This design comes from an exercise in tuning for small area, a short achievable clock period and few clock cycles per item on the open sky130 flow, not from production work. RTL that was checked went through simulation tests only; none was proved equivalent to the original. Function not checked in runs 1 and 4: the RTL went through the layout flow alone. Power is estimated from default activity; no workload was simulated.

--- flow/config.mk ---
export PLATFORM = sky130hd
export DESIGN_NAME = canfc_tx
export DESIGN_NICKNAME = canfc_tx
export VERILOG_FILES = /design/flow/design.v
export SDC_FILE = /design/flow/constraint.sdc
export NUM_CORES = 4
export LEC_CHECK = 0
export CAP_MARGIN = 20
export CORE_MARGIN = 2
export CORE_UTILIZATION = 40
export SLEW_MARGIN = 20
--- flow/constraint.sdc ---
create_clock -name core_clock -period 40.0 [get_ports {clk}]
set_input_delay 8.0000 -clock core_clock [delete_from_list [all_inputs] [get_ports {clk}]]
set_output_delay 8.0000 -clock core_clock [all_outputs]
set_load 0.01 [all_outputs]
--- flow/design.v ---
module canfc_tx (
    input  wire        clk,
    input  wire        rst,           
    input  wire        in_valid,
    output reg         in_ready,
    input  wire        in_mode,       
    input  wire [28:0] in_id,
    input  wire        in_ext,
    input  wire        in_rtr,
    input  wire [3:0]  in_len,
    input  wire [63:0] in_data,       
    input  wire        in_ts_valid,
    input  wire [31:0] in_ts,
    output reg         out_valid,
    input  wire        out_ready,
    output reg  [7:0]  out_byte
);
    localparam [3:0] S_IDLE  = 4'd0,    
                     S_TAG   = 4'd1,    
                     S_TSD   = 4'd2,    
                     S_COLON = 4'd3,
                     S_TSSP  = 4'd4,    
                     S_ID    = 4'd5,    
                     S_IDSP  = 4'd6,    
                     S_LEN   = 4'd7,    
                     S_SP    = 4'd8,    
                     S_R1    = 4'd9,
                     S_T     = 4'd10,
                     S_R2    = 4'd11,
                     S_HI    = 4'd12,   
                     S_LO    = 4'd13;   
    localparam integer K  = 3;                  
    localparam integer NS = 9;                  
    localparam [3:0]   CDONE = NS + 1;
    function [3:0] inc4(input [3:0] v);
        begin
            inc4[0] = ~v[0];
            inc4[1] = v[1] ^ v[0];
            inc4[2] = v[2] ^ (v[1] & v[0]);
            inc4[3] = v[3] ^ (v[2] & v[1] & v[0]);
        end
    endfunction
    function [3:0] dec4(input [3:0] v);
        begin
            dec4[0] = ~v[0];
            dec4[1] = v[1] ^ ~v[0];
            dec4[2] = v[2] ^ ~(v[1] | v[0]);
            dec4[3] = v[3] ^ ~(v[2] | v[1] | v[0]);
        end
    endfunction
    reg        m, ext, rtr;
    reg [3:0]  len;
    reg [28:0] id;
    reg [63:0] data;
    reg        ffree;       
    always @(posedge clk) begin
        if (ffree) begin
            m    <= in_mode;
            ext  <= in_ext;
            rtr  <= in_rtr;
            len  <= in_len;
            id   <= in_id;
            data <= in_data;
        end
    end
    wire wf = (len <= 4'd8) && (ext || id[28:11] == 18'd0);
    reg [3:0]  st;          
    reg [3:0]  idx;
    reg        dpend;       
    reg        dm;          
    reg        bcd_hold;    
    wire take = in_valid && in_ready;    
    wire adv  = !out_valid || out_ready;
    reg [38:0] bcd;         
    reg [3:0]  cs;
    reg [K-1:0] sr;         
    reg  [K-1:0] slice;     
    integer s;
    always @(*) begin
        slice = {K{1'b0}};
        for (s = 0; s < NS; s = s + 1)
            if (cs == s)
                slice = slice | in_ts[26 - K*s -: K];
    end
    function [6:0] lut5(input [4:0] v);
        begin
            case (v)
                5'd0: lut5 = 7'b0000000;
                5'd1: lut5 = 7'b0000010;
                5'd2: lut5 = 7'b0000110;
                5'd3: lut5 = 7'b0000001;
                5'd4: lut5 = 7'b0000101;
                5'd5: lut5 = 7'b0001000;
                5'd6: lut5 = 7'b0001010;
                5'd7: lut5 = 7'b0001110;
                5'd8: lut5 = 7'b0001001;
                5'd9: lut5 = 7'b0001101;
                5'd10: lut5 = 7'b0100000;
                5'd11: lut5 = 7'b0100010;
                5'd12: lut5 = 7'b0100110;
                5'd13: lut5 = 7'b0100001;
                5'd14: lut5 = 7'b0100101;
                5'd15: lut5 = 7'b0101000;
                5'd16: lut5 = 7'b0101010;
                5'd17: lut5 = 7'b0101110;
                5'd18: lut5 = 7'b0101001;
                5'd19: lut5 = 7'b0101101;
                5'd20: lut5 = 7'b1100000;
                5'd21: lut5 = 7'b1100010;
                5'd22: lut5 = 7'b1100110;
                5'd23: lut5 = 7'b1100001;
                5'd24: lut5 = 7'b1100101;
                5'd25: lut5 = 7'b1101000;
                5'd26: lut5 = 7'b1101010;
                5'd27: lut5 = 7'b1101110;
                5'd28: lut5 = 7'b1101001;
                5'd29: lut5 = 7'b1101101;
                5'd30: lut5 = 7'b0010000;
                5'd31: lut5 = 7'b0010010;
                default: lut5 = 7'b0;
            endcase
        end
    endfunction
    function [3:0] dbl(input [3:0] d);
        begin
            dbl[0] = (d[0] & d[2]) | (d[1] & ~d[2] & d[3]) | (d[2] & ~d[3]);
            dbl[1] = ~((~d[0] & ~d[1] & ~d[3]) | (d[1] & d[3]) | d[2]);
            dbl[2] = (d[0] & d[3]) | (d[1] & ~d[3]);
            dbl[3] = d[0] | (d[2] & d[3]);
        end
    endfunction
    reg [39:0] dd, dn;
    integer i, j;
    always @(*) begin
        dd = {1'b0, bcd};
        for (i = K - 1; i >= 0; i = i - 1) begin
            for (j = 0; j < 10; j = j + 1)
                dn[4*j +: 4] = dbl({(j == 0) ? sr[i] : dd[4*j - 1], dd[4*j +: 3]});
            dd = dn;
        end
    end
    wire cload = !bcd_hold && cs == 4'd0;
    wire cstep = cs != 4'd0 && cs != CDONE;
    always @(posedge clk) begin
        if (cload || cstep)
            sr <= slice;
        if (cload)
            bcd <= {32'd0, lut5(in_ts[31:27])};
        else if (cstep)
            bcd <= dd[38:0];
        if (rst || !in_valid || take)
            cs <= 4'd0;
        else if (cload || cstep)
            cs <= inc4(cs);
    end
    reg [3:0] ntop;
    integer k;
    always @(*) begin
        ntop = 4'd0;
        for (k = 1; k < 10; k = k + 1)
            if (bcd[4*k +: 3] != 3'd0 || (k < 9 && bcd[4*k + 3]))
                ntop = k;
    end
    wire [3:0] nid = ext ? 4'd7 : 4'd2;      
    reg [3:0] bq, dig;
    always @(*) begin
        case (idx)
            4'd0: bq = bcd[3:0];
            4'd1: bq = bcd[7:4];
            4'd2: bq = bcd[11:8];
            4'd3: bq = bcd[15:12];
            4'd4: bq = bcd[19:16];
            4'd5: bq = bcd[23:20];
            4'd6: bq = bcd[27:24];
            4'd7: bq = bcd[31:28];
            4'd8: bq = bcd[35:32];
            default: bq = {1'b0, bcd[38:36]};
        endcase
        case (bq)
            4'b0010: dig = 4'd1;
            4'b0110: dig = 4'd2;
            4'b0001: dig = 4'd3;
            4'b0101: dig = 4'd4;
            4'b1000: dig = 4'd5;
            4'b1010: dig = 4'd6;
            4'b1110: dig = 4'd7;
            4'b1001: dig = 4'd8;
            4'b1101: dig = 4'd9;
            default: dig = 4'd0;
        endcase
    end
    reg [3:0] nib;
    always @(*) begin
        case (st)
            S_TSD:   nib = dig;
            S_ID:    nib = {3'd0, id} >> {idx[2:0], 2'b00};
            S_LEN:   nib = len;
            S_HI:    nib = data[{idx[2:0], 3'b100} +: 4];
            S_LO:    nib = data[{idx[2:0], 3'b000} +: 4];
            default: nib = 4'd0;
        endcase
    end
    reg [7:0] hexch;
    always @(*) begin
        case (nib)
            4'hA:    hexch = 8'h41;
            4'hB:    hexch = 8'h42;
            4'hC:    hexch = 8'h43;
            4'hD:    hexch = 8'h44;
            4'hE:    hexch = 8'h45;
            4'hF:    hexch = 8'h46;
            default: hexch = {4'h3, nib};
        endcase
    end
    reg [7:0] ch;
    always @(*) begin
        if (dpend)
            ch = dm ? 8'h0A : 8'h0D;
        else
            case (st)
                S_TAG:   ch = ext ? (rtr ? 8'h52 : 8'h54) : (rtr ? 8'h72 : 8'h74);
                S_COLON: ch = 8'h3A;
                S_TSSP,
                S_IDSP,
                S_SP:    ch = 8'h20;
                S_R1,
                S_R2:    ch = 8'h72;
                S_T:     ch = 8'h74;
                default: ch = hexch;
            endcase
    end
    reg [3:0] ns, ni;
    reg       last;         
    always @(*) begin
        ns = st; ni = idx; last = 1'b0;
        case (st)
            S_TAG: begin
                ns = S_ID;
                ni = nid;
            end
            S_TSD: begin
                if (idx == 4'd0) ns = S_COLON;
                else             ni = dec4(idx);
            end
            S_COLON: ns = S_TSSP;
            S_TSSP: begin
                ns = S_ID;
                ni = nid;
            end
            S_ID: begin
                if (idx == 4'd0) ns = m ? S_IDSP : S_LEN;
                else             ni = dec4(idx);
            end
            S_IDSP: ns = S_LEN;
            S_LEN: begin
                ni = 4'd0;
                if (!m) last = rtr || len == 4'd0;
                else    last = !rtr && len == 4'd0;
                ns = last ? S_IDLE : (!m ? S_HI : S_SP);
            end
            S_SP: ns = rtr ? S_R1 : S_HI;
            S_R1: ns = S_T;
            S_T:  ns = S_R2;
            S_R2: begin
                ns = S_IDLE; last = 1'b1;
            end
            S_HI: ns = S_LO;
            S_LO: begin
                if (inc4(idx) == len) begin
                    ns = S_IDLE; last = 1'b1;
                end else begin
                    ni = inc4(idx);
                    ns = m ? S_SP : S_HI;
                end
            end
            default: ns = S_IDLE;
        endcase
    end
    wire busy = (st != S_IDLE);
    wire kill = busy && !wf;           
    wire gen  = adv && !dpend && busy;
    always @(posedge clk) begin
        if (rst) begin
            st        <= S_IDLE;
            dpend     <= 1'b0;
            bcd_hold  <= 1'b0;
            out_valid <= 1'b0;
        end else begin
            if (adv) begin
                out_byte  <= ch;
                out_valid <= dpend || (busy && wf);
                if (dpend)
                    dpend <= 1'b0;
            end
            if (take) begin
                bcd_hold <= in_mode && in_ts_valid;
                if (!in_mode) begin
                    st <= S_TAG;
                end else if (in_ts_valid) begin
                    st  <= S_TSD;
                    idx <= ntop;
                end else begin
                    st  <= S_ID;
                    idx <= in_ext ? 4'd7 : 4'd2;
                end
            end else if (gen) begin
                if (kill) begin
                    st       <= S_IDLE;
                    bcd_hold <= 1'b0;
                end else begin
                    st  <= ns;
                    idx <= ni;
                    if (last) begin
                        dpend <= 1'b1;
                        dm    <= m;
                    end
                    if (st == S_TSD && idx == 4'd0)
                        bcd_hold <= 1'b0;
                end
            end
        end
    end
    wire busy_n = take || (busy && !(gen && (kill || last)));
    wire conv_n = (cs == CDONE) || (cs == NS && !bcd_hold);
    always @(posedge clk) begin
        if (rst) begin
            in_ready <= 1'b0;
            ffree    <= 1'b1;
        end else begin
            in_ready <= in_valid && !busy_n && (!(in_mode && in_ts_valid) || conv_n);
            ffree    <= !busy_n;
        end
    end
endmodule
--- flow/flow/run.sh ---
#!/bin/bash
# Layout flow: the standard ORFS flow (standard.sh) with two changes.
#  1. Synthesis is synth_recipe.tcl unchanged except that Yosys's abc pass
#     runs flow/abc_area.script (an area-oriented mapping) in place of
#     ORFS's abc_speed.script. Registers are mapped before abc, so they are
#     the standard synthesis's registers.
#  2. Each input port gets a buf_1 and each output port a buf_4, in place of
#     the delay buffers the default port buffering picks.
set -euo pipefail
HERE=$(pwd)
ABC_SCRIPT="$HERE/flow/abc_area.script"
{
  head -n 1 synth_recipe.tcl
  echo "proc abc {args} { set i [lsearch -exact \$args -script]; if {\$i >= 0} { lset args [expr {\$i + 1}] $ABC_SCRIPT }; yosys abc {*}\$args }"
  tail -n +2 synth_recipe.tcl
} > my_synth.tcl
sed "s#SYNTH_SCRIPT=[^ ]*#SYNTH_SCRIPT=$HERE/my_synth.tcl#" standard.sh > my_standard.sh
grep -q "SYNTH_SCRIPT=$HERE/my_synth.tcl" my_standard.sh
export BUFFER_PORTS_ARGS="-inputs -buffer_cell sky130_fd_sc_hd__buf_1"
export CTS_ARGS="-sink_clustering_enable -repair_clock_nets -dont_use_dummy_load -buf_list sky130_fd_sc_hd__clkbuf_8"
export PRE_RESIZE_TCL="$HERE/flow/pre_resize.tcl"
bash my_standard.sh > "$HERE/standard.log" 2>&1
--- flow/flow/abc_area.script ---
strash
&get -n
&fraig -x
&put
scorr
dc2
strash
&get -n
&dch -f
&nf -R 1000
&put
--- flow/flow/pre_resize.tcl ---
# Buffer the output ports (the inputs were buffered before global placement).
buffer_ports -outputs -buffer_cell sky130_fd_sc_hd__buf_4
--- flow/standard.sh ---
#!/bin/bash
# synth_recipe.tcl (not shown) runs the flow's synth.tcl, then flattens the netlist and writes it again
# the make line also repeats each setting of config.mk as NAME=value (left out here)
make -C /OpenROAD-flow-scripts/flow DESIGN_CONFIG=/design/flow/config.mk WORK_HOME=/design/flow/orfs CLKGATE_MAP_FILE= SYNTH_SCRIPT=/design/flow/synth_recipe.tcl "${@:-finish}"
==> impl_metrics.yaml, run 1 <==
cells_and_area:
  fin_cells: 1319
  final_net_count: 1193
  fin_util: 0.460
  fill_cells: 2061
  final_cell_mix: "buf_1, edfxtp_1, nand2_1"
  drive_gt1_frac: 0.0366
  n_antenna_cell: 0
  final_common_cell: "buf_1"
  syn_to_final_growth_pct: 13.6
synth:
  ys_async_sr_fraction: 0
  yosysSeqAreaShare: 0.520
  synthSimpleGateAreaFrac: 0.168
  ys_ff_latch: 167
  synth_adder_area_share: 0.0214
  synth_fp_nets: 1026
  ys.warnings.count: 2
  post_synth_xor_area_fraction: 0.0150
  synth_flop_cell: "edfxtp_1"
  syn_area_um2: 8780
  yosysTopAreaCell: "edfxtp_1"
  synth.avg_cell_area_um2: 10.0
  syn_inst: 874
  synth.top_cell.area_share: 0.417
  synth-compound-area-share: 0.237
  synth-edff-count: 122
  synthMuxAreaShare: 0.0292
  ys_types: 57
  synth_top_family_by_area: "compound AO/OA/AOI/OAI gates"
  synth_area_leaders: "edfxtp_1, dfxtp_1, a21oi_1, nand2_1, o21ai_0"
clocking:
  cts-root-buf: "clkbuf_8"
  cts_made_buffers: 17
  cts_resized: 0
  clk_path_buf_depth: 2
  post_cts.repair.setup_buffers: 0
  hold_buffers: 0
  worstSkewPairLatency_ns: 0.47
  clk_pin_slew_ns: 0.07
  cts.sinks: 167
  tritoncts: "done"
  cts_max_level: 4
critical_path:
  start_kind: "input pin"
  r2r_slack_ns: 35.22
  cp_slowest_cell: "ha_1"
  endpoint_kind: "register"
  setup.worst_path.class: "input pin to register"
  cp_top_family: "compound AO/OA/AOI/OAI gates"
  crit_buf_inv: 2
  crit_chain: "buf_1 -> clkinv_1 -> ha_1 -> nand2b_1 -> nor2_1 -> a211oi_1 -> a21oi_1 -> a21o_1"
  worst_ep_arrival_time_ns: 9.54
  slowest_delay_ns: 0.34
  cp_max_fo: 9
  cp.required_ns: 40.20
route:
  drtIter0Drc: 600
  drt-vias-per-instance: 5.78
  num_vias: 7626
  firstDrtPassIters: 5
  drtAntennaViolNets: 0
  post_drt_wl_per_cell_um: 17.1
  post-route-drc-count: 0
  wl_um: 22600
floorplan:
  num_io_pins: 147
  core_um2: 21700
  die_h_um: 152
  die_w_um: 152
  initial_core_util: 0.405
  die_area_um2: 23100
  row_count: 54
placed_design:
  routabilityCongestion: 0.910
  pre_cts_slack_ns: 30.18
  port_buffers: 136
  hpwlAfterDp_um: 16500
  placedCellCount: 1302
timing:
  slew-limit-headroom: 0.372
  finalClockSkew_ns: 0.0307
  worstMarginPinSlew_ns: 0.939
  finalSetupViolations: 0
  final_hold_viol_count: 0
  rsz0062_at_grt: "no"
  timing.final.crit_share: 0.234
  whs_ns: 0.509
  setup_ws_ns: 30.66
  fmax_mhz: 107
  drv_slew: 0
  finalSetupTns_ns: 0
  finalCriticalPeriod_ns: 9.34
global_routing:
  grt.overflow.total: 0
  grt_start_max_net_pins: 62
  grt_pass1_wl_um: 36500
  grt_pass1_vias: 7274
  grt_util_all_layers: 0.194
  grt_antenna_before_repair: 0
run_status:
  status: "no timing/DRC/antenna violations"
pwr:
  irDropWorstVdd_mv: 0.0245
  p_leak_uw: 0.00342
  powerDensity_nw_per_um2: 64.4
flow_run:
  max-cap-violations: 0
min_path:
  hp-class: "register to register"
-- final timing paths --
check / from / endpoint / cells past startpoint
hold reg to reg: bcd_hold$_SDFFE_PP0P_ / bcd_hold$_SDFFE_PP0P_ / 2
hold / removal: bcd_hold$_SDFFE_PP0P_ / bcd_hold$_SDFFE_PP0P_ / 2
setup / recovery: in_ts[28] / bcd[2]$_DFFE_PP_ / 8
setup reg to reg: idx[0]$_DFFE_PP_ / out_byte[4]$_SDFFCE_PP0P_ / 14
-- cells in the mapped netlist, types with 4 or more instances --
master    count
a32oi_1      10
xnor2_1      10
a211oi_1     11
o21ai_0      70
nor3_1       23
clkinv_1     19
or2_0         7
nand4_1       9
a221oi_1      5
ha_1         15
a31o_1        4
a32o_1        9
a222oi_1      9
o21a_1        9
nor2_1       77
nor2b_1      12
edfxtp_1    122
nor4_1       13
o21bai_1      6
nand2b_1     10
a21oi_1      92
o31ai_1      12
o22ai_1      17
dfxtp_1      45
nand3_1      30
mux2i_1      11
nand2_1     108
a22oi_1       7
a31oi_1      10
a311oi_1      6
mux4_2        6
and2_0       14
a21o_1        6
a22o_1       16
xor2_1        5
and3_1        4
or3_1         5
-- power breakdown --
part           switching (uW)  total (uW)  internal [uW]
Clock                    53.9        91.5           37.6
Combinational             166         272            106
Sequential               45.4         279            233
Total                     265         643            377
-- flip-flops by register name, summed over array words and instances, names as in the netlist --
name       cells
in_ready       1
len            4
st             4
ffree          1
bcd           39
dpend          1
idx            4
out_valid      1
data          64
rtr            1
bcd_hold       1
out_byte       7
cs             4
dm             1
ext            1
id            29
m              1
sr             3
-- layout make-up --
type	instances	area, um^2	area share
inverters	19	71.3	0.00715
flip-flops and latches	167	4570	0.458
clock buffers	17	234	0.0235
repair buffers	149	608	0.0610
multi-input cells	687	4140	0.415
well taps	280	350	0.0351
-- per-stage QoR --
step / area (um^2) / total power, uW
final: 9970 / 643
after global routing: 9970 / 693
after CTS: 9970 / 641
after detailed placement: 9740 / 549
after global placement: 9670 / 545
after floorplan: 8780 / 475
-- tightest hold or removal path, cell delays in order (launching register included) --
cell,delay (ns)
dfxtp_1,0.33
o21ai_0,0.07
a21oi_1,0.06
-- layer usage --
layer / up-vias / routed length (um) / track usage
met5: - / 0 / 0
li1: 3746 / - / -
met3: 33 / 1320 / 0.0441
met4: 0 / 352 / 0.0512
met1: 3609 / 10200 / 0.253
met2: 238 / 10700 / 0.327
-- cell families after synthesis --
group / after synthesis
mux: 18
other cells: 1
fa+ha+maj: 15
compound gates: 319
simple gates: 319
buf+inv: 20
flops: 167
xor+xnor: 15
==> run 2: changes to the inputs <==
--- a/flow/design.v
+++ b/flow/design.v
@@ -30,7 +30,7 @@
                      S_HI    = 4'd12,   
                      S_LO    = 4'd13;   
     localparam integer K  = 3;                  
-    localparam integer NS = 9;                  
+    localparam integer NS = 10;                 
     localparam [3:0]   CDONE = NS + 1;
     function [3:0] inc4(input [3:0] v);
         begin
@@ -80,46 +80,10 @@
         slice = {K{1'b0}};
         for (s = 0; s < NS; s = s + 1)
             if (cs == s)
-                slice = slice | in_ts[26 - K*s -: K];
+                slice = slice | in_ts[29 - K*s -: K];
     end
-    function [6:0] lut5(input [4:0] v);
-        begin
-            case (v)
-                5'd0: lut5 = 7'b0000000;
-                5'd1: lut5 = 7'b0000010;
-                5'd2: lut5 = 7'b0000110;
-                5'd3: lut5 = 7'b0000001;
-                5'd4: lut5 = 7'b0000101;
-                5'd5: lut5 = 7'b0001000;
-                5'd6: lut5 = 7'b0001010;
-                5'd7: lut5 = 7'b0001110;
-                5'd8: lut5 = 7'b0001001;
-                5'd9: lut5 = 7'b0001101;
-                5'd10: lut5 = 7'b0100000;
-                5'd11: lut5 = 7'b0100010;
-                5'd12: lut5 = 7'b0100110;
-                5'd13: lut5 = 7'b0100001;
-                5'd14: lut5 = 7'b0100101;
-                5'd15: lut5 = 7'b0101000;
-                5'd16: lut5 = 7'b0101010;
-                5'd17: lut5 = 7'b0101110;
-                5'd18: lut5 = 7'b0101001;
-                5'd19: lut5 = 7'b0101101;
-                5'd20: lut5 = 7'b1100000;
-                5'd21: lut5 = 7'b1100010;
-                5'd22: lut5 = 7'b1100110;
-                5'd23: lut5 = 7'b1100001;
-                5'd24: lut5 = 7'b1100101;
-                5'd25: lut5 = 7'b1101000;
-                5'd26: lut5 = 7'b1101010;
-                5'd27: lut5 = 7'b1101110;
-                5'd28: lut5 = 7'b1101001;
-                5'd29: lut5 = 7'b1101101;
-                5'd30: lut5 = 7'b0010000;
-                5'd31: lut5 = 7'b0010010;
-                default: lut5 = 7'b0;
-            endcase
-        end
+    function [3:0] lut2(input [1:0] v);
+        lut2 = {1'b0, v == 2'd2, v[1] ^ v[0] ? 1'b1 : 1'b0, v == 2'd3};
     endfunction
     function [3:0] dbl(input [3:0] d);
         begin
@@ -145,7 +109,7 @@
         if (cload || cstep)
             sr <= slice;
         if (cload)
-            bcd <= {32'd0, lut5(in_ts[31:27])};
+            bcd <= {35'd0, lut2(in_ts[31:30])};
         else if (cstep)
             bcd <= dd[38:0];
         if (rst || !in_valid || take)
@@ -153,14 +117,22 @@
         else if (cload || cstep)
             cs <= inc4(cs);
     end
-    reg [3:0] ntop;
-    integer k;
-    always @(*) begin
-        ntop = 4'd0;
-        for (k = 1; k < 10; k = k + 1)
-            if (bcd[4*k +: 3] != 3'd0 || (k < 9 && bcd[4*k + 3]))
-                ntop = k;
-    end
+    wire [9:1] nz;
+    genvar gk;
+    generate
+        for (gk = 1; gk < 9; gk = gk + 1) begin : g_nz
+            assign nz[gk] = |bcd[4*gk +: 4];
+        end
+    endgenerate
+    assign nz[9] = |bcd[38:36];
+    wire nz98 = nz[9] | nz[8];
+    wire nz74 = nz[7] | nz[6] | nz[5] | nz[4];
+    wire [3:0] ntop;
+    assign ntop[3] = nz98;
+    assign ntop[2] = !nz98 && nz74;
+    assign ntop[1] = !nz98 && (nz[7] || nz[6] || (!(nz[5] || nz[4]) && (nz[3] || nz[2])));
+    assign ntop[0] = nz[9] || (!nz[8] && (nz[7] || (!nz[6] && (nz[5] || (!nz[4] &&
+                     (nz[3] || (!nz[2] && nz[1])))))));
     wire [3:0] nid = ext ? 4'd7 : 4'd2;      
     reg [3:0] bq, dig;
     always @(*) begin
@@ -280,6 +252,12 @@
     wire kill = busy && !wf;           
     wire gen  = adv && !dpend && busy;
     always @(posedge clk) begin
+        if (!busy)
+            idx <= (in_mode && in_ts_valid) ? ntop : (in_ext ? 4'd7 : 4'd2);
+        else if (gen)
+            idx <= ni;
+    end
+    always @(posedge clk) begin
         if (rst) begin
             st        <= S_IDLE;
             dpend     <= 1'b0;
@@ -294,22 +272,18 @@
             end
             if (take) begin
                 bcd_hold <= in_mode && in_ts_valid;
-                if (!in_mode) begin
+                if (!in_mode)
                     st <= S_TAG;
-                end else if (in_ts_valid) begin
-                    st  <= S_TSD;
-                    idx <= ntop;
-                end else begin
-                    st  <= S_ID;
-                    idx <= in_ext ? 4'd7 : 4'd2;
-                end
+                else if (in_ts_valid)
+                    st <= S_TSD;
+                else
+                    st <= S_ID;
             end else if (gen) begin
                 if (kill) begin
                     st       <= S_IDLE;
                     bcd_hold <= 1'b0;
                 end else begin
                     st  <= ns;
-                    idx <= ni;
                     if (last) begin
                         dpend <= 1'b1;
                         dm    <= m;
==> run 2 against run 1 <==
Largest power group is now combinational cells. Clock power shrank 2.2%. Sequential power shrank 2%. Flip-flop and latch count is the same. Critical path depth shrank 1. Worst setup slack gained 0.28 ns. Die area shrank 2.9%. Final area shrank 2.3%. Critical endpoint is now st[0]$_SDFFE_PP0P_. Sequential share of layout area grew 0.68 points. Cell count shrank 3.5%. Register-to-register slack gained 0.04 ns. Largest cell class unchanged.
==> impl_metrics.yaml, run 2 <==
placed_design:
  hpwlAfterDp_um: 15900
  port_buffers: 136
  routabilityCongestion: 0.883
synth:
  ys_async_sr_fraction: 0
  synth_commonest_cells: "edfxtp_1, nand2_1, nor2_1"
  syn_area_um2: 8510
  synth.top_cell.area_share: 0.416
  synth_flop_cell: "edfxtp_1"
  yosysMostFrequentCell: "edfxtp_1"
  synth_area_leaders: "edfxtp_1, dfxtp_1, a21oi_1, o21ai_0, nand2_1"
  ys.warnings.count: 1
  synth-edff-count: 118
  syn_inst: 829
  synth_fp_nets: 980
  ys_ff_latch: 167
  yosysTopAreaCell: "edfxtp_1"
  synth.avg_cell_area_um2: 10.3
  ys_types: 58
  yosysSeqAreaShare: 0.531
timing:
  finalSetupTns_ns: 0
  timing.final.crit_share: 0.227
  slew-limit-headroom: 0.303
  whs_ns: 0.536
  rsz0062_at_grt: "no"
  worstMarginPinSlew_ns: 1.05
  final_hold_viol_count: 0
  fmax_mhz: 110
  drv_slew: 0
  finalClockSkew_ns: 0.0358
  finalSetupViolations: 0
  finalCriticalPeriod_ns: 9.06
clocking:
  clk_pin_slew_ns: 0.08
  cts-root-buf: "clkbuf_8"
  clk_path_buf_depth: 2
  worstSkewPairLatency_ns: 0.47
  cts_max_level: 4
  cts_made_buffers: 17
  tritoncts: "done"
  cts_resized: 0
  hold_buffers: 0
  cts.sinks: 167
  post_cts.repair.setup_buffers: 0
cells_and_area:
  top_register: "data"
  fill_cells: 2045
  syn_to_final_growth_pct: 14.4
  n_antenna_cell: 0
  fin_util: 0.465
  final_cell_mix: "buf_1, edfxtp_1, nand2_1"
  top_regs: "data x64, bcd x39, id x29"
  final_common_cell: "buf_1"
  final_net_count: 1151
  largest_reg_flops: 64
  drive_gt1_frac: 0.0461
route:
  wl_um: 21300
  m1WireLength_um: 9410
  num_vias: 7135
  post-route-drc-count: 0
  routed.top_layer: "met4"
  drt-vias-per-instance: 5.60
  drtAntennaViolNets: 0
  firstDrtPassIters: 5
  post_drt_wl_per_cell_um: 16.8
  wl_met2_um: 10200
  drtIter0Drc: 563
  wl_met3_um: 1230
min_path:
  hp-class: "register to register"
  hp-start: "cs[1]$_SDFFE_PP0P_"
global_routing:
  grt_util_all_layers: 0.195
  grt_antenna_before_repair: 0
  grt_pass1_vias: 6894
  grt_start_max_net_pins: 86
  grt.overflow.total: 0
  grt_pass1_wl_um: 34400
floorplan:
  die_w_um: 150
  die_area_um2: 22500
  num_io_pins: 147
  initial_core_util: 0.406
  core_um2: 21000
  die_h_um: 150
  row_count: 53
critical_path:
  slowest_delay_ns: 0.36
  reg2reg_from: "idx[1]$_DFFE_PP_"
  endpoint_kind: "register"
  crit_chain: "buf_1 -> nand2_1 -> o21ai_0 -> nor3_1 -> nor2_1 -> o221ai_1 -> o211a_1"
  critPathLaunch: "in_valid"
  cp.required_ns: 40.34
  cp_max_fo: 8
  setup.worst_path.class: "input pin to register"
  start_kind: "input pin"
  cp_slowest_cell: "nor2_1"
  worst_ep_arrival_time_ns: 9.40
pwr:
  powerDensity_nw_per_um2: 67.9
  p_leak_uw: 0.00339
  irDropWorstVdd_mv: 0.0239
flow_run:
  max-cap-violations: 0
run_status:
  status: "no timing/DRC/antenna violations"
==> run 2: changes by cell type after synthesis, sizes merged, moves of 7 or more <==
cell | before | now
o22ai | 17 | 9
a21oi | 92 | 78
nor3 | 23 | 8
mux2i | 11 | 18
a222oi | 9 | 1
nand2 | 108 | 97
==> run 2: final timing paths <==
check / endpoint / cells past startpoint / slack, ns
worst min-delay path: cs[1]$_SDFFE_PP0P_ / 2 / 0.54
worst min register to register: cs[1]$_SDFFE_PP0P_ / 2 / 0.54
worst max register to register: out_byte[4]$_SDFFCE_PP0P_ / 17 / 35.26
worst max-delay path: st[0]$_SDFFE_PP0P_ / 7 / 30.94
==> run 2: stage by stage <==
| stage | total power (uW) | instance area (um^2) | cells | worst slack [ns] |
|---|---|---|---|---|
| CTS | 663 | 9740 | 1273 | 30.93 |
| global route | 717 | 9740 | 1273 | 30.80 |
| global placement | 567 | 9440 | 1247 | 30.50 |
| finish | 661 | 9740 | 1273 | 30.94 |
| detailed placement | 572 | 9500 | 1256 | 30.49 |
| floorplan | 487 | 8510 | 829 | 30.83 |
==> run 2: report_power, final <==
part           leakage, uW  internal [uW]  switching, uW
clock network     0.000122           37.5           51.9
logic              0.00165            114            185
registers          0.00162            232           41.0
total              0.00339            383            278
==> run 2: layer usage <==
metal  vias up  GRT usage
met3        34     0.0470
li1       3572          -
met1      3329      0.249
met2       200      0.324
met4         0     0.0684
met5         -          0
==> run 2: cell type report <==
cell class | instances | area, um^2 | share of cell area
tap | 275 | 344 | 0.0353
multi-input combinational | 643 | 3930 | 0.403
sequential | 167 | 4530 | 0.465
clock buffer | 17 | 234 | 0.0240
timing repair buffer | 153 | 638 | 0.0655
inverter | 18 | 67.6 | 0.00693
==> run 2: kinds of logic after synthesis <==
family	after synthesis	synth area share
adder cells (fa/ha/maj)	14	0.0206
buffers and inverters	19	0.00882
other	1	0.000440
multiplexers	27	0.0436
flip-flops	167	0.531
AND/OR/NAND/NOR	287	0.154
AO/OA/AOI/OAI	302	0.229
XOR/XNOR	12	0.0123
==> run 2: worst max-delay path: cells and delay by family <==
family,cells,cell delay [ns]
AO/OA/AOI/OAI,3,0.68
AND/OR/NAND/NOR,3,0.60
buffers and inverters,1,0.12
Testbench counts of run 2, summed over its fixed seeds: cycles 25,116, frames 1,200.
==> run 3: changes to the inputs <==
--- a/flow/flow/run.sh
+++ b/flow/flow/run.sh
@@ -3,7 +3,9 @@
 #  1. Synthesis is synth_recipe.tcl unchanged except that Yosys's abc pass
 #     runs flow/abc_area.script (an area-oriented mapping) in place of
 #     ORFS's abc_speed.script. Registers are mapped before abc, so they are
-#     the standard synthesis's registers.
+#     the standard synthesis's registers. ADDER_MAP_FILE is left empty, so
+#     adders are not mapped to the platform's half/full adder cells but left
+#     to abc like the rest of the logic.
 #  2. Each input port gets a buf_1 and each output port a buf_4, in place of
 #     the delay buffers the default port buffering picks.
 set -euo pipefail
@@ -14,7 +16,7 @@
   echo "proc abc {args} { set i [lsearch -exact \$args -script]; if {\$i >= 0} { lset args [expr {\$i + 1}] $ABC_SCRIPT }; yosys abc {*}\$args }"
   tail -n +2 synth_recipe.tcl
 } > my_synth.tcl
-sed "s#SYNTH_SCRIPT=[^ ]*#SYNTH_SCRIPT=$HERE/my_synth.tcl#" standard.sh > my_standard.sh
+sed "s#SYNTH_SCRIPT=[^ ]*#SYNTH_SCRIPT=$HERE/my_synth.tcl ADDER_MAP_FILE=#" standard.sh > my_standard.sh
 grep -q "SYNTH_SCRIPT=$HERE/my_synth.tcl" my_standard.sh
 export BUFFER_PORTS_ARGS="-inputs -buffer_cell sky130_fd_sc_hd__buf_1"
 export CTS_ARGS="-sink_clustering_enable -repair_clock_nets -dont_use_dummy_load -buf_list sky130_fd_sc_hd__clkbuf_8"
==> run 3 against run 2 <==
Still clean. Hold slack worse by 0.00068 ns. Total power decreased by 1.8%. Flip-flop and latch count unchanged. Sequential power shrank 2%. Clock skew grew 0.0015 ns.
==> impl_metrics.yaml, run 3 <==
run_status:
  status: "no timing/DRC/antenna violations"
cells_and_area:
  top_regs: "data x64, bcd x39, id x29"
  drive_gt1_frac: 0.0369
  fin_util: 0.467
  top_register: "data"
  syn_to_final_growth_pct: 14.7
  final_cell_mix: "buf_1, edfxtp_1, nand2_1"
  final_common_cell: "buf_1"
  largest_reg_flops: 64
  fill_cells: 1887
  n_antenna_cell: 0
  final_net_count: 1115
  fin_area_um2: 9460
floorplan:
  die_h_um: 148
  die_area_um2: 21800
  num_io_pins: 147
  die_w_um: 148
  initial_core_util: 0.407
  core_um2: 20200
  row_count: 52
timing:
  worstMarginPinSlew_ns: 1.05
  finalSetupTns_ns: 0
  finalClockSkew_ns: 0.0373
  rsz0062_at_grt: "no"
  timing.final.crit_share: 0.227
  finalCriticalPeriod_ns: 9.09
  slew-limit-headroom: 0.296
  fmax_mhz: 110
  finalSetupViolations: 0
  drv_slew: 0
  whs_ns: 0.535
  final_hold_viol_count: 0
route:
  post_drt_wl_per_cell_um: 17.9
  drtAntennaViolNets: 0
  post-route-drc-count: 0
  wl_um: 22200
  num_vias: 7274
  drt-vias-per-instance: 5.84
  firstDrtPassIters: 6
  drtIter0Drc: 789
synth:
  synth.top_cell.area_share: 0.430
  yosysMostFrequentCell: "edfxtp_1"
  synth-edff-count: 118
  yosysSeqAreaShare: 0.549
  synth_commonest_cells: "edfxtp_1, nor2_1, nand2_1"
  synth_flop_cell: "edfxtp_1"
  syn_inst: 808
  synth_fp_nets: 945
  synth_area_leaders: "edfxtp_1, dfxtp_1, nor2_1, nand2_1, o21ai_0"
  yosysTopAreaCell: "edfxtp_1"
  syn_area_um2: 8250
  ys_async_sr_fraction: 0
  ys_types: 55
  ys_ff_latch: 167
  ys.warnings.count: 1
  synth.avg_cell_area_um2: 10.2
pwr:
  p_clk_frac: 0.140
  p_int_uw: 376
  power.switching_uw: 273
  powerDensity_nw_per_um2: 68.6
  power.share.sequential: 0.413
  swShare: 0.421
  p_leak_uw: 0.00323
  irDropWorstVdd_mv: 0.0329
  fin_total_pwr_uw: 649
  p_comb_frac: 0.446
placed_design:
  placed_cell_area_um2: 9230
  routabilityCongestion: 0.882
  port_buffers: 136
  hpwlAfterDp_um: 16300
clocking:
  cts_made_buffers: 17
  cts_max_level: 4
  hold_buffers: 0
  worstSkewPairLatency_ns: 0.48
  post_cts.repair.setup_buffers: 0
  clk_pin_slew_ns: 0.07
  tritoncts: "done"
  clk_path_buf_depth: 2
  cts-root-buf: "clkbuf_8"
  cts_resized: 0
  cts.sinks: 167
global_routing:
  grt_antenna_before_repair: 0
  grt_pass1_vias: 6724
  grt_pass1_wl_um: 34800
  grt_start_max_net_pins: 80
  grt_util_all_layers: 0.203
  grt.overflow.total: 0
flow_run:
  max-cap-violations: 0
critical_path:
  cp.required_ns: 40.34
  setup.worst_path.class: "input pin to register"
  cp_max_fo: 8
  start_kind: "input pin"
  worst_ep_arrival_time_ns: 9.43
  endpoint_kind: "register"
min_path:
  hp-class: "register to register"
run 3: final timing paths:
check	slack, ns	from	cells past startpoint	end
worst min-delay path	0.53	bcd[38]$_SDFFE_PP0P_	2	bcd[38]$_SDFFE_PP0P_
worst max-delay path	30.91	in_valid	7	st[2]$_SDFFE_PP0P_
worst max register to register	35.68	idx[0]$_DFFE_PP_	13	out_byte[2]$_DFFE_PP_
worst min register to register	0.53	bcd[38]$_SDFFE_PP0P_	2	bcd[38]$_SDFFE_PP0P_
run 3: layout make-up:
| cell class | instances | area [um^2] | area share |
|---|---|---|---|
| Multi-Input combinational cell | 633 | 3700 | 0.391 |
| Sequential cell | 167 | 4530 | 0.479 |
| Clock buffer | 17 | 234 | 0.0247 |
| Inverter | 7 | 26.3 | 0.00278 |
| Tap cell | 270 | 338 | 0.0357 |
| Timing Repair Buffer | 152 | 631 | 0.0667 |
run 3: through the flow:
stage,cells,worst slack (ns)
after floorplan,808,30.82
after global placement,1220,30.56
after detailed placement,1229,30.46
after CTS,1246,30.93
after global routing,1246,30.75
final,1246,30.91
run 3: cell families after synthesis:
family,after synthesis,synth area share
xor gates and xnor gates,13,0.0138
AOI/OAI and AO/OA,297,0.246
muxes,14,0.0171
DFF,167,0.549
other,1,0.000455
buffers and inverters,8,0.00410
and+or+nand+nor,308,0.170
run 3: power by group through the flow:
stage | sequential (uW) | clock [uW] | combinational [uW]
after global routing | 273 | 100 | 325
after floorplan | 270 | 0 | 203
final | 268 | 91.1 | 290
after CTS | 267 | 93.4 | 287
after detailed placement | 271 | 0 | 287
after global placement | 272 | 0 | 278
run 3: critical path, stage by stage:
cell	delay, ns
buf_1	0.18
nand2_1	0.14
o21ai_0	0.31
nor3_1	0.09
nor2_1	0.40
o211ai_1	0.16
o211a_1	0.15
run 3: routing by layer:
layer  vias up  share of wire  track usage
li1       3539              -            -
met1      3432           0.46        0.286
met2       271           0.45        0.310
met3        32          0.068       0.0500
met4         0          0.020       0.0678
met5         -              0            0
==> run 4: changes to the inputs <==
--- a/flow/design.v
+++ b/flow/design.v
@@ -248,18 +248,25 @@
             default: ns = S_IDLE;
         endcase
     end
-    wire busy = (st != S_IDLE);
+    wire busy = !ffree;                
     wire kill = busy && !wf;           
     wire gen  = adv && !dpend && busy;
     always @(posedge clk) begin
-        if (!busy)
+        if (ffree) begin
+            if (!in_mode)
+                st <= S_TAG;
+            else if (in_ts_valid)
+                st <= S_TSD;
+            else
+                st <= S_ID;
             idx <= (in_mode && in_ts_valid) ? ntop : (in_ext ? 4'd7 : 4'd2);
-        else if (gen)
+        end else if (gen) begin
+            st  <= ns;
             idx <= ni;
+        end
     end
     always @(posedge clk) begin
         if (rst) begin
-            st        <= S_IDLE;
             dpend     <= 1'b0;
             bcd_hold  <= 1'b0;
             out_valid <= 1'b0;
@@ -272,18 +279,10 @@
             end
             if (take) begin
                 bcd_hold <= in_mode && in_ts_valid;
-                if (!in_mode)
-                    st <= S_TAG;
-                else if (in_ts_valid)
-                    st <= S_TSD;
-                else
-                    st <= S_ID;
             end else if (gen) begin
                 if (kill) begin
-                    st       <= S_IDLE;
                     bcd_hold <= 1'b0;
                 end else begin
-                    st  <= ns;
                     if (last) begin
                         dpend <= 1'b1;
                         dm    <= m;
==> run 4 against run 3 <==
Still clean. Clock skew decreased by 0.0030 ns. Sequential share of layout area increased by 0.60 points. Hold slack improved by 0.021 ns. Final area decreased by 0.37%. Utilization decreased by 0.17 points. Critical endpoint is now in_ready. Highest routed layer unchanged.
==> impl_metrics.yaml, run 4 <==
route:
  drtAntennaViolNets: 0
  drt-vias-per-instance: 5.75
  drtIter0Drc: 577
  num_vias: 7162
  firstDrtPassIters: 5
  post_drt_wl_per_cell_um: 17.1
  wl_um: 21300
  post-route-drc-count: 0
cells_and_area:
  final_common_cell: "buf_1"
  top_regs: "data x64, bcd x39, id x29"
  top_register: "data"
  syn_to_final_growth_pct: 14.5
  largest_reg_flops: 64
  final_cell_mix: "buf_1, edfxtp_1, nand2_1"
  fin_area_um2: 9420
  drive_gt1_frac: 0.0338
  fin_cells: 1246
  fin_util: 0.466
  final_net_count: 1114
pwr:
  powerDensity_nw_per_um2: 60.2
  p_clk_frac: 0.160
  swShare: 0.407
  fin_total_pwr_uw: 567
  p_leak_uw: 0.00321
  power.share.sequential: 0.430
  p_comb_frac: 0.410
  p_int_uw: 336
  irDropWorstVdd_mv: 0.0280
  power.switching_uw: 231
clocking:
  cts_resized: 0
  tritoncts: "done"
  cts.sinks: 167
  cts_made_buffers: 17
  hold_buffers: 0
  worstSkewPairLatency_ns: 0.47
  cts-root-buf: "clkbuf_8"
  clk_path_buf_depth: 2
  post_cts.repair.setup_buffers: 0
  clk_pin_slew_ns: 0.08
  cts_max_level: 4
critical_path:
  cp_slowest_cell: "dfxtp_1"
  start_kind: "register"
  worst_ep_arrival_time_ns: 1.10
  cp_max_fo: 6
  crit_buf_inv: 1
  setup.worst_path.class: "register to output pin"
  reg2regPathDepth: 13
  slowest_delay_ns: 0.47
  crit_chain: "buf_4"
  endpoint_kind: "output pin"
  cp_top_family: "flip-flops"
  cp.depth: 1
  r2r_slack_ns: 35.58
  regToRegEndpoint: "out_byte[0]$_DFFE_PP_"
  reg2reg_from: "idx[0]$_DFFE_PP_"
  cp.required_ns: 32.00
synth:
  syn_inst: 810
  synth.avg_cell_area_um2: 10.2
  synth_fp_nets: 947
  synth_commonest_cells: "edfxtp_1, nand2_1, nor2_1"
  synth-edff-count: 122
  ys_ff_latch: 167
  ys_types: 54
  synth_flop_cell: "edfxtp_1"
  yosysTopAreaCell: "edfxtp_1"
  yosysMostFrequentCell: "edfxtp_1"
  syn_area_um2: 8230
  synth.top_cell.area_share: 0.445
  ys.warnings.count: 1
  ys_async_sr_fraction: 0
  yosysSeqAreaShare: 0.555
  synth_area_leaders: "edfxtp_1, dfxtp_1, nand2_1, nor2_1, a21oi_1"
floorplan:
  row_count: 52
  die_w_um: 147
  initial_core_util: 0.407
  core_um2: 20200
  num_io_pins: 147
  die_h_um: 147
  die_area_um2: 21700
timing:
  slew-limit-headroom: 0.359
  worstMarginPinSlew_ns: 0.962
  drv_slew: 0
  timing.final.crit_share: 0.227
  finalClockSkew_ns: 0.0343
  finalSetupTns_ns: 0
  finalSetupViolations: 0
  fmax_mhz: 110
  finalCriticalPeriod_ns: 9.10
  rsz0062_at_grt: "no"
  final_hold_viol_count: 0
global_routing:
  grt_start_max_net_pins: 82
  grt_util_all_layers: 0.200
  grt_pass1_vias: 6793
  grt_antenna_before_repair: 1
  grt.overflow.total: 0
  grt_pass1_wl_um: 34500
min_path:
  whs_path_depth: 2
  hp-class: "register to register"
  holdPathEnd: "bcd[18]$_SDFFE_PP0P_"
  hp-start: "bcd[18]$_SDFFE_PP0P_"
flow_run:
  max-cap-violations: 0
placed_design:
  hpwlAfterDp_um: 15200
  port_buffers: 136
  placed_cell_area_um2: 9190
  placedCellCount: 1228
  routabilityCongestion: 0.849
run_status:
  status: "no timing/DRC/antenna violations"
-- run 4: cell types whose count changed in the layout (fill, tap and decap cells not counted), moves of 6 or more --
cell	previous run	this run
nand2_1	91	101
xnor2_1	11	2
nor3_1	29	35
nand3_1	28	22
or2_0	6	13
a21oi_1	58	64
nor2b_1	13	7
-- run 4: area by class of cell --
type	count	area (um^2)
multi-input cells	636	3650
well taps	270	338
clock buffers	17	234
diodes	1	2.50
flip-flops and latches	167	4570
inverters	6	22.5
fillers	1937	10800
repair buffers	149	608
-- run 4: routing by layer --
| layer | global-route usage | wire [um] | up-vias |
|---|---|---|---|
| li1 | - | - | 3543 |
| met1 | 0.281 | 9800 | 3316 |
| met2 | 0.305 | 9560 | 271 |
| met3 | 0.0475 | 1590 | 32 |
| met4 | 0.0663 | 367 | 0 |
| met5 | 0 | 0 | - |
-- run 4: cells by family after synthesis --
kind of cell	synth area share
and+or+nand+nor	0.182
AOI/OAI and AO/OA	0.237
DFF	0.555
muxes	0.0123
xor gates and xnor gates	0.00958
buffers and inverters	0.00365
other	0.000456
-- run 4: power by group through the flow --
stage                     combinational (uW)  sequential (uW)  clock, uW
after floorplan                          173              239          0
after global placement                   226              248          0
after detailed placement                 228              247          0
after CTS                                230              243       94.0
after global routing                     264              248       99.5
final                                    233              244       90.7
-- run 4: worst max-delay path by stage --
stage                        to  slack (ns)                start
5_1_grt                in_ready       30.84  in_ready$_SDFF_PP0_
3_3_place_gp   idx[1]$_DFFE_PP_       30.74            out_ready
6_report               in_ready       30.90  in_ready$_SDFF_PP0_
2_1_floorplan  idx[0]$_DFFE_PP_       30.87            out_ready
3_5_place_dp   idx[1]$_DFFE_PP_       30.72            out_ready
4_1_cts                in_ready       30.88  in_ready$_SDFF_PP0_
-- run 4: through the flow --
stage / hold WS [ns] / setup slack (ns)
final: 0.556 / 30.90
after global routing: 0.595 / 30.84
after CTS: 0.549 / 30.88
after detailed placement: 0.545 / 30.72
after global placement: 0.536 / 30.74
after floorplan: 0.476 / 30.87
==> run 5: changes to the inputs <==
--- a/flow/design.v
+++ b/flow/design.v
@@ -69,7 +69,8 @@
     reg        dpend;       
     reg        dm;          
     reg        bcd_hold;    
-    wire take = in_valid && in_ready;    
+    reg  cok;
+    wire take = in_valid && ffree && cok;    
     wire adv  = !out_valid || out_ready;
     reg [38:0] bcd;         
     reg [3:0]  cs;
@@ -299,9 +300,11 @@
         if (rst) begin
             in_ready <= 1'b0;
             ffree    <= 1'b1;
+            cok      <= 1'b0;
         end else begin
             in_ready <= in_valid && !busy_n && (!(in_mode && in_ts_valid) || conv_n);
             ffree    <= !busy_n;
+            cok      <= in_valid && (!(in_mode && in_ts_valid) || conv_n);
         end
     end
 endmodule
--- a/flow/config.mk
+++ b/flow/config.mk
@@ -7,5 +7,5 @@
 export LEC_CHECK = 0
 export CAP_MARGIN = 20
 export CORE_MARGIN = 2
-export CORE_UTILIZATION = 40
+export CORE_UTILIZATION = 60
 export SLEW_MARGIN = 20
==> run 5 against run 4 <==
Still clean. Final area is 0.92% lower. Register-to-register slack improved by 0.24 ns. Sequential power hardly changed. Clock skew hardly changed. Count of clock-buffer cells in the layout unchanged. Global-route usage increased by 9.5 points. Fmax grew 1.2%. Area after synthesis is 0.21% higher. Largest cell class unchanged. Highest routed layer unchanged.
==> impl_metrics.yaml, run 5 <==
critical_path:
  crit_buf_inv: 1
  cp.required_ns: 32.00
  slowest_delay_ns: 0.40
  crit_chain: "buf_4"
  cp_top_family: "flip-flops"
  worst_ep_arrival_time_ns: 0.99
  setup.worst_path.class: "register to output pin"
  cp_slowest_cell: "edfxtp_1"
  critPathLaunch: "out_byte[2]$_DFFE_PP_"
  endpoint_kind: "output pin"
  start_kind: "register"
  cp_max_fo: 1
  reg2reg_from: "idx[0]$_DFFE_PP_"
synth:
  ys_types: 52
  ys_async_sr_fraction: 0
  ys.warnings.count: 1
  yosysSeqAreaShare: 0.556
  synth_commonest_cells: "edfxtp_1, nand2_1, nor2_1"
  synth.avg_cell_area_um2: 10.0
  synth_flop_cell: "edfxtp_1"
  syn_area_um2: 8250
  synth.top_cell.area_share: 0.444
  synth_fp_nets: 960
  syn_inst: 823
  synth-edff-count: 122
  synth_area_leaders: "edfxtp_1, dfxtp_1, nand2_1, nor2_1, o21ai_0"
  yosysTopAreaCell: "edfxtp_1"
  yosysMostFrequentCell: "edfxtp_1"
  ys_ff_latch: 168
global_routing:
  grt_start_max_net_pins: 94
  grt.overflow.total: 0
  grt_pass1_vias: 7088
  grt_antenna_before_repair: 0
  grt_pass1_wl_um: 33900
  grt_util_all_layers: 0.295
clocking:
  cts_made_buffers: 17
  tritoncts: "done"
  hold_buffers: 0
  post_cts.repair.setup_buffers: 0
  clk_pin_slew_ns: 0.06
  cts_max_level: 4
  worstSkewPairLatency_ns: 0.46
  cts-root-buf: "clkbuf_8"
  clk_path_buf_depth: 2
  cts_resized: 0
  cts.sinks: 168
cells_and_area:
  largest_reg_flops: 64
  final_net_count: 1130
  drive_gt1_frac: 0.0363
  final_cell_mix: "buf_1, edfxtp_1, nand2_1"
  top_register: "data"
  top_regs: "data x64, bcd x39, id x29"
  n_antenna_cell: 0
  regArea_um2: 4590
  fin_util: 0.700
  syn_to_final_growth_pct: 13.2
  fill_cells: 1073
  multi_input_area_um2: 3620
  final_common_cell: "buf_1"
timing:
  timing.final.crit_share: 0.225
  rsz0062_at_grt: "no"
  drv_slew: 0
  final_hold_viol_count: 0
  fmax_mhz: 111
  slew-limit-headroom: 0.370
  finalSetupViolations: 0
  finalClockSkew_ns: 0.0340
  whs_ns: 0.528
  finalCriticalPeriod_ns: 8.99
  finalSetupTns_ns: 0
  worstMarginPinSlew_ns: 0.946
route:
  drt-vias-per-instance: 6.43
  post_drt_wl_per_cell_um: 18.3
  post-route-drc-count: 0
  num_vias: 7500
  drtAntennaViolNets: 0
  drtIter0Drc: 824
  firstDrtPassIters: 7
  wl_um: 21300
min_path:
  hp-start: "bcd[4]$_SDFFE_PP0P_"
  hp-class: "register to register"
floorplan:
  initial_core_util: 0.618
  row_count: 42
  die_area_um2: 14700
  die_h_um: 121
  num_io_pins: 147
  core_um2: 13300
  die_w_um: 121
flow_run:
  max-cap-violations: 0
placed_design:
  hpwlAfterDp_um: 15200
  routabilityCongestion: 1.00
  port_buffers: 136
run_status:
  status: "no timing/DRC/antenna violations"
pwr:
  irDropWorstVdd_mv: 0.0350
  p_leak_uw: 0.00326
  powerDensity_nw_per_um2: 61.2
run 5: cell families after synthesis:
group	Yosys count	share of synthesized area
AOI/OAI and AO/OA	285	0.230
xor gates and xnor gates	12	0.0127
buffers and inverters	13	0.00637
DFF	168	0.556
muxes	9	0.0111
other	1	0.000455
and+or+nand+nor	335	0.184
run 5: routing by layer:
| metal | global-route usage | wire (um) |
|---|---|---|
| met5 | 0 | 0 |
| met3 | 0.0569 | 1880 |
| met1 | 0.379 | 8690 |
| met4 | 0.126 | 582 |
| met2 | 0.491 | 10200 |
run 5: layout make-up:
cell class,count,share of cell area
well taps,176,0.0236
inverters,12,0.00482
flip-flops and latches,168,0.491
repair buffers,152,0.0679
clock buffers,17,0.0251
multi-input cells,642,0.387
run 5: where the power goes:
| group | switching, uW | internal [uW] | total [uW] |
|---|---|---|---|
| combinational | 152 | 85.8 | 238 |
| sequential | 31.9 | 212 | 243 |
| clock | 52.9 | 37.5 | 90.4 |
run 5: stage by stage:
step           cells  instance area (um^2)  power, uW  worst slack, ns
6_report        1167                  9340        572            31.01
2_1_floorplan    823                  8250        410            30.88
3_5_place_dp    1150                  9100        477            30.80
3_3_place_gp    1141                  9030        463            30.84
4_1_cts         1167                  9330        565            30.99
5_1_grt         1167                  9340        609            30.98
run 5: path summary, 6_finish.rpt:
path         cells after the start               endpoint  slack, ns
max                              1            out_byte[2]      31.01
min                              2    bcd[4]$_SDFFE_PP0P_       0.53
max reg2reg                     15  out_byte[0]$_DFFE_PP_      35.82
min reg2reg                      2    bcd[4]$_SDFFE_PP0P_       0.53
Testbench counts of run 5, summed over its fixed seeds: cycles 25,116, frames 1,200.
==> run 6: changes to the inputs <==
--- a/flow/config.mk
+++ b/flow/config.mk
@@ -7,5 +7,5 @@
 export LEC_CHECK = 0
 export CAP_MARGIN = 20
 export CORE_MARGIN = 2
-export CORE_UTILIZATION = 60
+export CORE_UTILIZATION = 40
 export SLEW_MARGIN = 20
==> run 6 against run 5 <==
Still clean on timing, DRC and antenna. Area after synthesis did not move. Synthesized cell count did not move. Clock power rose by 0.6%. Final area rose by 1.2%. Via count fell by 2.7%. Count of clock-buffer cells in the layout did not move. Clock skew rose by 0.010 ns. Non-clock buffer count fell by 2. Utilization fell by 23 points. Combinational power fell by 2%.
==> impl_metrics.yaml, run 6 <==
run_status:
  status: "no timing/DRC/antenna violations"
critical_path:
  cp.required_ns: 32.00
  slowest_delay_ns: 0.39
  regToRegEndpoint: "out_byte[0]$_DFFE_PP_"
  endpoint_kind: "output pin"
  cp_max_fo: 1
  cp_top_family: "flip-flops"
  crit_buf_inv: 1
  critPathLaunch: "out_byte[4]$_SDFFCE_PP0P_"
  cp.depth: 1
  crit_chain: "buf_4"
  start_kind: "register"
  cp_slowest_cell: "edfxtp_1"
  reg2reg_from: "idx[0]$_DFFE_PP_"
  worst_ep_arrival_time_ns: 0.99
  critPathCapture: "out_byte[4]"
  reg2regPathDepth: 13
  r2r_slack_ns: 35.58
  setup.worst_path.class: "register to output pin"
floorplan:
  core_um2: 20200
  die_w_um: 148
  die_area_um2: 21800
  die_h_um: 148
  num_io_pins: 147
  row_count: 52
  initial_core_util: 0.408
cells_and_area:
  final_cell_mix: "buf_1, edfxtp_1, nand2_1"
  syn_to_final_growth_pct: 14.5
  drive_gt1_frac: 0.0344
  final_net_count: 1128
  regArea_um2: 4590
  multi_input_area_um2: 3630
  n_antenna_cell: 0
  top_register: "data"
  final_common_cell: "buf_1"
  top_regs: "data x64, bcd x39, id x29"
  fill_cells: 1943
  largest_reg_flops: 64
placed_design:
  hpwlAfterDp_um: 16200
  routabilityCongestion: 0.897
  pre_cts_slack_ns: 30.73
  port_buffers: 136
route:
  drt-vias-per-instance: 5.80
  drtAntennaViolNets: 0
  drtIter0Drc: 778
  wl_met2_um: 10200
  wl_um: 22400
  post-route-drc-count: 0
  firstDrtPassIters: 6
  post_drt_wl_per_cell_um: 17.8
  routed.top_layer: "met4"
  wl_met3_um: 1700
  num_vias: 7298
  m1WireLength_um: 10200
pwr:
  p_leak_uw: 0.00325
  powerDensity_nw_per_um2: 60.7
  power.share.sequential: 0.434
  irDropWorstVdd_mv: 0.0249
  swShare: 0.415
  p_int_uw: 335
  p_comb_frac: 0.407
  power.switching_uw: 238
  p_clk_frac: 0.159
clocking:
  cts_max_level: 4
  post_cts.repair.setup_buffers: 0
  hold_buffers: 0
  clk_pin_slew_ns: 0.06
  clk_path_buf_depth: 2
  cts-root-buf: "clkbuf_8"
  cts_made_buffers: 17
  cts_resized: 0
  worstSkewPairLatency_ns: 0.46
  cts.sinks: 168
  tritoncts: "done"
synth:
  syn_area_um2: 8250
  synth.avg_cell_area_um2: 10.0
  ys_ff_latch: 168
  synth.top_cell.area_share: 0.444
  ys.warnings.count: 1
  ys_types: 52
  synth_flop_cell: "edfxtp_1"
  synth-edff-count: 122
  synth_area_leaders: "edfxtp_1, dfxtp_1, nand2_1, nor2_1, o21ai_0"
  ys_async_sr_fraction: 0
  synth_commonest_cells: "edfxtp_1, nand2_1, nor2_1"
  yosysSeqAreaShare: 0.556
  yosysTopAreaCell: "edfxtp_1"
  syn_inst: 823
  yosysMostFrequentCell: "edfxtp_1"
  synth_fp_nets: 960
flow_run:
  max-cap-violations: 0
min_path:
  hp-class: "register to register"
  whs_path_depth: 2
  hp-start: "bcd[10]$_SDFFE_PP0P_"
timing:
  worstMarginPinSlew_ns: 1.08
  finalSetupTns_ns: 0
  rsz0062_at_grt: "no"
  slew-limit-headroom: 0.282
  finalClockSkew_ns: 0.0441
  finalCriticalPeriod_ns: 8.99
  setup_ws_ns: 31.01
  drv_slew: 0
  final_hold_viol_count: 0
  fmax_mhz: 111
  timing.final.crit_share: 0.225
  finalSetupViolations: 0
global_routing:
  grt.overflow.total: 0
  grt_pass1_vias: 6713
  grt_util_all_layers: 0.209
  grt_start_max_net_pins: 63
  grt_pass1_wl_um: 35600
  grt_antenna_before_repair: 0
run 6: cell counts after synthesis:
Identical to the previous run, type by type.
run 6: per-stage QoR:
step | total power (uW) | instance area [um^2] | utilization | hold WS [ns] | std cells
after floorplan | 410 | 8250 | - | 0.468 | 823
after global routing | 615 | 9450 | 0.467 | 0.571 | 1259
after detailed placement | 481 | 9210 | 0.455 | 0.518 | 1242
after global placement | 479 | 9150 | 0.452 | 0.513 | 1233
final | 573 | 9450 | 0.467 | 0.530 | 1259
after CTS | 571 | 9450 | 0.467 | 0.529 | 1259
run 6: how the worst min path moves through the flow:
stage | to | slack [ns]
after floorplan | bcd[10]$_SDFFE_PP0P_ | 0.47
after global placement | bcd[10]$_SDFFE_PP0P_ | 0.51
after detailed placement | bcd[10]$_SDFFE_PP0P_ | 0.52
after CTS | bcd[10]$_SDFFE_PP0P_ | 0.53
after global routing | dm$_DFFE_PP_ | 0.57
final | bcd[10]$_SDFFE_PP0P_ | 0.53
run 6: area by class of cell:
type / instances / area share
inverters: 12 / 0.00477
flip-flops and latches: 168 / 0.486
clock buffers: 17 / 0.0248
repair buffers: 150 / 0.0652
well taps: 270 / 0.0358
multi-input cells: 642 / 0.384
run 6: power by group through the flow:
stage               Sequential [uW]  Combinational, uW  Clock, uW
floorplan                       239                170          0
global placement                253                227          0
detailed placement              252                229          0
CTS                             248                230       92.7
global route                    254                262       99.5
finish                          249                233       90.9
run 6: cells by family (layout without fill, tap and decap cells):
kind of cell / Yosys count / after routing / synth area share
and+or+nand+nor: 335 / 335 / 0.184
AOI/OAI and AO/OA: 285 / 285 / 0.230
DFF: 168 / 168 / 0.556
buffers and inverters: 13 / 179 / 0.00637
xor gates and xnor gates: 12 / 12 / 0.0127
muxes: 9 / 9 / 0.0111
other: 1 / 1 / 0.000455
run 6: metal layers:
layer / vias up / global-route usage
li1: 3549 / -
met1: 3425 / 0.294
met2: 298 / 0.329
met3: 26 / 0.0497
met4: 0 / 0.0462
met5: - / 0
==> run 7: changes to the inputs <==
--- a/flow/flow/run.sh
+++ b/flow/flow/run.sh
@@ -19,6 +19,6 @@
 sed "s#SYNTH_SCRIPT=[^ ]*#SYNTH_SCRIPT=$HERE/my_synth.tcl ADDER_MAP_FILE=#" standard.sh > my_standard.sh
 grep -q "SYNTH_SCRIPT=$HERE/my_synth.tcl" my_standard.sh
 export BUFFER_PORTS_ARGS="-inputs -buffer_cell sky130_fd_sc_hd__buf_1"
-export CTS_ARGS="-sink_clustering_enable -repair_clock_nets -dont_use_dummy_load -buf_list sky130_fd_sc_hd__clkbuf_8"
+export CTS_ARGS="-sink_clustering_enable -repair_clock_nets -dont_use_dummy_load -root_buf sky130_fd_sc_hd__clkbuf_16 -buf_list sky130_fd_sc_hd__clkbuf_8"
 export PRE_RESIZE_TCL="$HERE/flow/pre_resize.tcl"
 bash my_standard.sh > "$HERE/standard.log" 2>&1
--- a/flow/config.mk
+++ b/flow/config.mk
@@ -8,4 +8,4 @@
 export CAP_MARGIN = 20
 export CORE_MARGIN = 2
 export CORE_UTILIZATION = 40
-export SLEW_MARGIN = 20
+export SLEW_MARGIN = 70
==> run 7 against run 6 <==
Critical path type unchanged. Hold slack improved by 0.0099 ns. Critical endpoint unchanged. First-iteration DRC count decreased by 10%. Combinational power grew about 10%.
==> impl_metrics.yaml, run 7 <==
global_routing:
  grt_antenna_before_repair: 0
  grt_pass1_wl_um: 36500
  grt.overflow.total: 0
  grt_pass1_vias: 6996
  grt_start_max_net_pins: 61
  grt_util_all_layers: 0.212
flow_run:
  max-cap-violations: 0
critical_path:
  cp_slowest_cell: "edfxtp_1"
  cp.required_ns: 32.00
  crit_buf_inv: 1
  crit_chain: "buf_4"
  slowest_delay_ns: 0.40
  critPathCapture: "out_byte[4]"
  reg2reg_from: "idx[0]$_DFFE_PP_"
  regToRegEndpoint: "out_byte[0]$_DFFE_PP_"
  reg2regPathDepth: 17
  critPathLaunch: "out_byte[4]$_SDFFCE_PP0P_"
  setup.worst_path.class: "register to output pin"
  r2r_slack_ns: 36.01
  start_kind: "register"
  cp.depth: 1
  cp_max_fo: 1
  endpoint_kind: "output pin"
  worst_ep_arrival_time_ns: 0.92
  cp_top_family: "flip-flops"
cells_and_area:
  final_cell_mix: "buf_1, edfxtp_1, nand2_1"
  fin_cells: 1281
  fill_cells: 1954
  final_common_cell: "buf_1"
  multi_input_area_um2: 3840
  largest_reg_flops: 64
  n_antenna_cell: 0
  top_register: "data"
  top_regs: "data x64, bcd x39, id x29"
  drive_gt1_frac: 0.0950
  final_net_count: 1150
  regArea_um2: 4590
  syn_to_final_growth_pct: 20.1
timing:
  finalSetupTns_ns: 0
  drv_slew: 0
  final_hold_viol_count: 0
  finalCriticalPeriod_ns: 8.92
  fmax_mhz: 112
  timing.final.crit_share: 0.223
  finalSetupViolations: 0
  finalClockSkew_ns: 0.0397
  rsz0062_at_grt: "no"
clocking:
  cts_resized: 0
  hold_buffers: 0
  cts_made_buffers: 17
  clk_path_buf_depth: 2
  clk_pin_slew_ns: 0.07
  cts-root-buf: "clkbuf_16"
  post_cts.repair.setup_buffers: 0
  cts_max_level: 4
  worstSkewPairLatency_ns: 0.39
  tritoncts: "done"
  cts.sinks: 168
run_status:
  status: "no timing/DRC/antenna violations"
route:
  drtIter0Drc: 697
  drt-vias-per-instance: 5.78
  post_drt_wl_per_cell_um: 17.7
  post-route-drc-count: 0
  wl_um: 22700
  firstDrtPassIters: 6
  drtAntennaViolNets: 0
  num_vias: 7407
placed_design:
  routabilityCongestion: 0.897
  placedCellCount: 1261
  hpwlAfterDp_um: 17000
  port_buffers: 136
synth:
  yosysMostFrequentCell: "edfxtp_1"
  synth_flop_cell: "edfxtp_1"
  ys_types: 52
  syn_inst: 823
  syn_area_um2: 8250
  synth_commonest_cells: "edfxtp_1, nand2_1, nor2_1"
  synth_fp_nets: 960
  synth_area_leaders: "edfxtp_1, dfxtp_1, nand2_1, nor2_1, o21ai_0"
  ys.warnings.count: 1
  yosysTopAreaCell: "edfxtp_1"
  synth.avg_cell_area_um2: 10.0
  ys_async_sr_fraction: 0
  synth-edff-count: 122
  synth.top_cell.area_share: 0.444
  ys_ff_latch: 168
  yosysSeqAreaShare: 0.556
floorplan:
  row_count: 52
  core_um2: 20200
  die_h_um: 148
  die_area_um2: 21800
  initial_core_util: 0.408
  num_io_pins: 147
  die_w_um: 148
pwr:
  powerDensity_nw_per_um2: 60.2
  irDropWorstVdd_mv: 0.0224
  p_leak_uw: 0.00347
min_path:
  whs_path_depth: 2
  hp-class: "register to register"
==> run 7: cell count changes in the layout (fill, tap and decap cells not counted), moves of 4 or more <==
cell,delta
nor4_1,-7
nor2b_2,+5
nor3_1,-9
nor2_2,+7
nor3_2,+9
nor2b_1,-5
buf_2,+6
buf_4,+6
nor2_1,-8
nor4_4,+4
==> run 7: layer usage <==
layer,GRT usage,share of wire,vias to the layer above
met5,0,0,-
met4,0.0601,0.015,0
met3,0.0410,0.071,34
met2,0.334,0.46,292
met1,0.299,0.46,3490
li1,-,-,3591
==> run 7: area by class of cell <==
type                       instances  area share
multi-input combinational        642       0.387
inverter                          12     0.00467
tap                              270      0.0341
sequential                       168       0.463
timing repair buffer             172      0.0860
clock buffer                      17      0.0248
==> run 7: where the power goes <==
part           internal (uW)  switching (uW)
registers                212            34.1
logic                   98.6             158
clock network           40.3            53.5
total                    350             246
==> run 7: kinds of logic (layout without fill, tap and decap cells) <==
family	Yosys count	in the layout	synth area share
simple gates	335	335	0.184
buf+inv	13	201	0.00637
other cells	1	1	0.000455
flops	168	168	0.556
compound gates	285	285	0.230
mux	9	9	0.0111
xor+xnor	12	12	0.0127
==> run 7: worst reg2reg max path: cells and delay by family, from the launching register on <==
| kind | cells | cell delay (ns) |
|---|---|---|
| compound gates | 6 | 1.48 |
| simple gates | 5 | 0.84 |
| buf+inv | 5 | 0.75 |
| flops | 1 | 0.51 |
| xor+xnor | 1 | 0.15 |
==> run 7: through the flow <==
| stage | hold WS [ns] | power, uW | area [um^2] | setup WS [ns] | util |
|---|---|---|---|---|---|
| 6_report | 0.540 | 596 | 9910 | 31.08 | 0.490 |
| 5_1_grt | 0.580 | 642 | 9910 | 31.07 | 0.490 |
| 4_1_cts | 0.530 | 588 | 9790 | 31.06 | 0.484 |
| 3_5_place_dp | 0.517 | 495 | 9550 | 30.84 | 0.472 |
| 3_3_place_gp | 0.513 | 479 | 9150 | 30.77 | 0.452 |
| 2_1_floorplan | 0.468 | 410 | 8250 | 30.88 | - |
==> run 7: worst min path at each step <==
stage | end | from | slack [ns]
2_1_floorplan | bcd[10]$_SDFFE_PP0P_ | bcd[10]$_SDFFE_PP0P_ | 0.47
3_3_place_gp | bcd[10]$_SDFFE_PP0P_ | bcd[10]$_SDFFE_PP0P_ | 0.51
3_5_place_dp | bcd[10]$_SDFFE_PP0P_ | bcd[10]$_SDFFE_PP0P_ | 0.52
4_1_cts | bcd[10]$_SDFFE_PP0P_ | bcd[10]$_SDFFE_PP0P_ | 0.53
5_1_grt | bcd[4]$_SDFFE_PP0P_ | bcd[4]$_SDFFE_PP0P_ | 0.58
6_report | bcd[4]$_SDFFE_PP0P_ | bcd[4]$_SDFFE_PP0P_ | 0.54

-- port drivers added, routing unchanged --
In the flow no input, the clock included, has a driving cell. The finished layouts below were timed again as built, in two steps. Step 1, drivers: a clkbuf_16 drives clk and a buf_2 each remaining input, both assumed. Step 2 times the ports against the registers' clock, not the clock port: input delays grow and output delays shrink by t, the midpoint of the rising clock arrivals with the driver on. Slacks: no drivers / after step 1 / after step 2; pairs: no drivers / after step 1.
| run | t (ns) | setup slack, ns |
|---|---|---|
| run 1 | 0.490 | 30.657 / 30.676 / 30.186 |
| run 2 | 0.483 | 30.938 / 30.927 / 30.474 |
| run 3 | 0.495 | 30.911 / 30.898 / 30.402 |
| run 4 | 0.490 | 30.902 / 30.861 / 30.666 |
| run 5 | 0.484 | 31.008 / 30.968 / 30.778 |
| run 6 | 0.484 | 31.014 / 30.971 / 30.732 |
| run 7 | 0.416 | 31.084 / 31.039 / 30.828 |
After both steps setup and hold are still met in every run listed.
